From an optimization exercise on the open Yosys and OpenROAD flow, aimed at small area, a short achievable clock period and few clock cycles per item; shortcuts taken in it are not production practice. Where RTL was checked, it was by simulation tests only, not by an equivalence proof against the original. No activity file was given, so power comes from the tool's default toggle rates.

==> flow/design.v (excerpt) <==
module blackcat_ts (
    input  wire        clk,
    input  wire        rst,             
    input  wire        mode_capture,    
    input  wire        coarse_only_en,  
    input  wire        session_start,   
    input  wire        hist_clear,      
    input  wire        cal_build,       
    input  wire        cal_wr,          
    input  wire [3:0]  cal_ch,
    input  wire        cal_set,         
    input  wire [8:0]  cal_lo,
    input  wire [8:0]  cal_hi,
    input  wire        in_valid,
    input  wire [31:0] in_word,
    output wire        in_ready,
    output wire        busy,
    output reg         ts_valid,
    output reg  [3:0]  ts_ch,
    output reg  [27:0] ts_epoch,
    output reg  [11:0] ts_coarse,
    output reg         ts_fine_valid,
    output reg  [11:0] ts_fine,
    output reg         ts_edge,
    output reg         diag_valid,
    output reg  [1:0]  diag_kind,
    output reg  [27:0] diag_info0,
    output reg  [31:0] diag_info1
);
Size in the first run: roughly 3600 cells after synthesis, roughly 1200 flip-flops, about 190 I/O pins, roughly 0.046 mm² of cells after synthesis.
export LEC_CHECK = 0
export CAP_MARGIN = 20
export CORE_MARGIN = 2
export CORE_UTILIZATION = 60
export CTS_CLUSTER_DIAMETER = 100
export CTS_CLUSTER_SIZE = 28
export SLEW_MARGIN = 20
create_clock -name core_clock -period 12.0 [get_ports {clk}]
standard.sh (not shown) runs the stock make flow with config.mk's settings and CLKGATE_MAP_FILE= SYNTH_SCRIPT=/design/flow/synth_recipe.tcl, a recipe that flattens the netlist after the stock synthesis.
==> flow/flow/run.sh <==
#!/bin/bash
# Layout flow: the standard ORFS flow (standard.sh) with these changes:
#  - synthesis leaves the adders to ABC (ADDER_MAP_FILE empty, so no
#    full/half-adder cell extraction); registers are the same as the
#    standard synthesis's,
#  - the timing repair steps aim for a setup slack of SETUP_MARGIN ns at
#    the design's clock period.
# Each step's output goes to a log file of its own in this folder.
set -euo pipefail
source flow/settings.sh
ARGS=(ADDER_MAP_FILE= SETUP_SLACK_MARGIN=$SETUP_MARGIN $EXTRA_ARGS)
for step in synth floorplan place cts route finish; do
  bash standard.sh "${ARGS[@]}" $step > log_$step.txt 2>&1
done
==> flow/flow/settings.sh <==
SETUP_MARGIN=8.6
EXTRA_ARGS=""
Testbench counts at the start, summed over its fixed seeds: cycles 24,064, items 24,000.
Next try:
--- a/flow/design.v
+++ b/flow/design.v
@@ -39,30 +39,29 @@
     localparam integer NDIV = 6;    
     integer i, k;
     function [20:0] r4step;
         input [8:0]  rem;
         input [11:0] sh;
         input [8:0]  d;
         input [10:0] d3;
         reg   [10:0] t;
-        reg   [11:0] f1, f2, f3;
-        reg   [8:0]  r;
+        reg   [8:0]  s1, s2, s3, r;
         reg          g1, g2, g3;
         begin
             t  = {rem, sh[11:10]};
-            f1 = {1'b0, t} - {3'b0, d};
-            f2 = {1'b0, t} - {2'b0, d, 1'b0};
-            f3 = {1'b0, t} - {1'b0, d3};
-            g1 = ~f1[11];
-            g2 = ~f2[11];
-            g3 = ~f3[11];
-            if (g3)      r = f3[8:0];
-            else if (g2) r = f2[8:0];
-            else if (g1) r = f1[8:0];
+            g3 = (t >= d3);
+            g2 = (t >= {1'b0, d, 1'b0});
+            g1 = (t >= {2'b0, d});
+            s1 = t[8:0] - d;
+            s2 = t[8:0] - {d[7:0], 1'b0};
+            s3 = t[8:0] - d3[8:0];
+            if (g3)      r = s3;
+            else if (g2) r = s2;
+            else if (g1) r = s1;
             else         r = t[8:0];
             r4step = {r, sh[9:0], g2, g3 | (g1 & ~g2)};
         end
     endfunction
     reg        rdy_r;
     reg        rst_r;         
     reg        busy_r;
     reg        mode_r;        
Total power goes down by 1.5%.
Critical path depth does not change.
Final cell count goes up by 2.2%.
Core utilization goes down by 1.0 points.
Routed wire length goes down by 1.3%.
Clock-buffer cell count goes up by 1.
Sequential share of layout area stays flat.
Global-route usage goes down by 0.46 points.
Synthesized area goes up by 0.97%.
Combinational power goes down by 5.2%.
Die area goes up by 0.96%.
Clock skew goes up by 0.016 ns.
Fmax goes down by 0.30%.
Worst setup slack degrades by 0.011 ns.
For the second run of this note, only the layout was checked, not whether the RTL still works.

afterwards: timing with drivers on the ports:
The flow's constraints put no driver on any port. The routed layouts listed below were extracted and timed again, unchanged, in two steps.
Step 1 (the two cells are an assumption about what drives the block):
set clk [get_ports {clk}]
set_driving_cell -lib_cell sky130_fd_sc_hd__clkbuf_16 $clk
set_driving_cell -lib_cell sky130_fd_sc_hd__buf_2 [delete_from_list [all_inputs] $clk]
Step 2 adds t to the input delays and takes it off the output delays; t is the mean of the earliest and latest rising clock arrival at the registers after step 1. Input paths then give back, and output paths get back, about the clock's delay inside the block.
Three values: ideal ports, drivers, drivers and shift; two values: the first two.
run | shift t [ns] | setup slack, ns | worst setup path after step 2 | worst register clock-pin slew, ns | cell pins on the clock port's net
the first run | 0.711 | 8.425 / 8.353 / 8.068 | input to register | 0.11 / 0.11 | 1
the second run | 0.723 | 8.414 / 8.343 / 8.002 | input to register | 0.12 / 0.12 | 1
After both steps setup and hold are still met in every run listed. The setup slack of the second run, which loses most, moves by -0.071 ns with the drivers and by -0.412 ns with both steps.
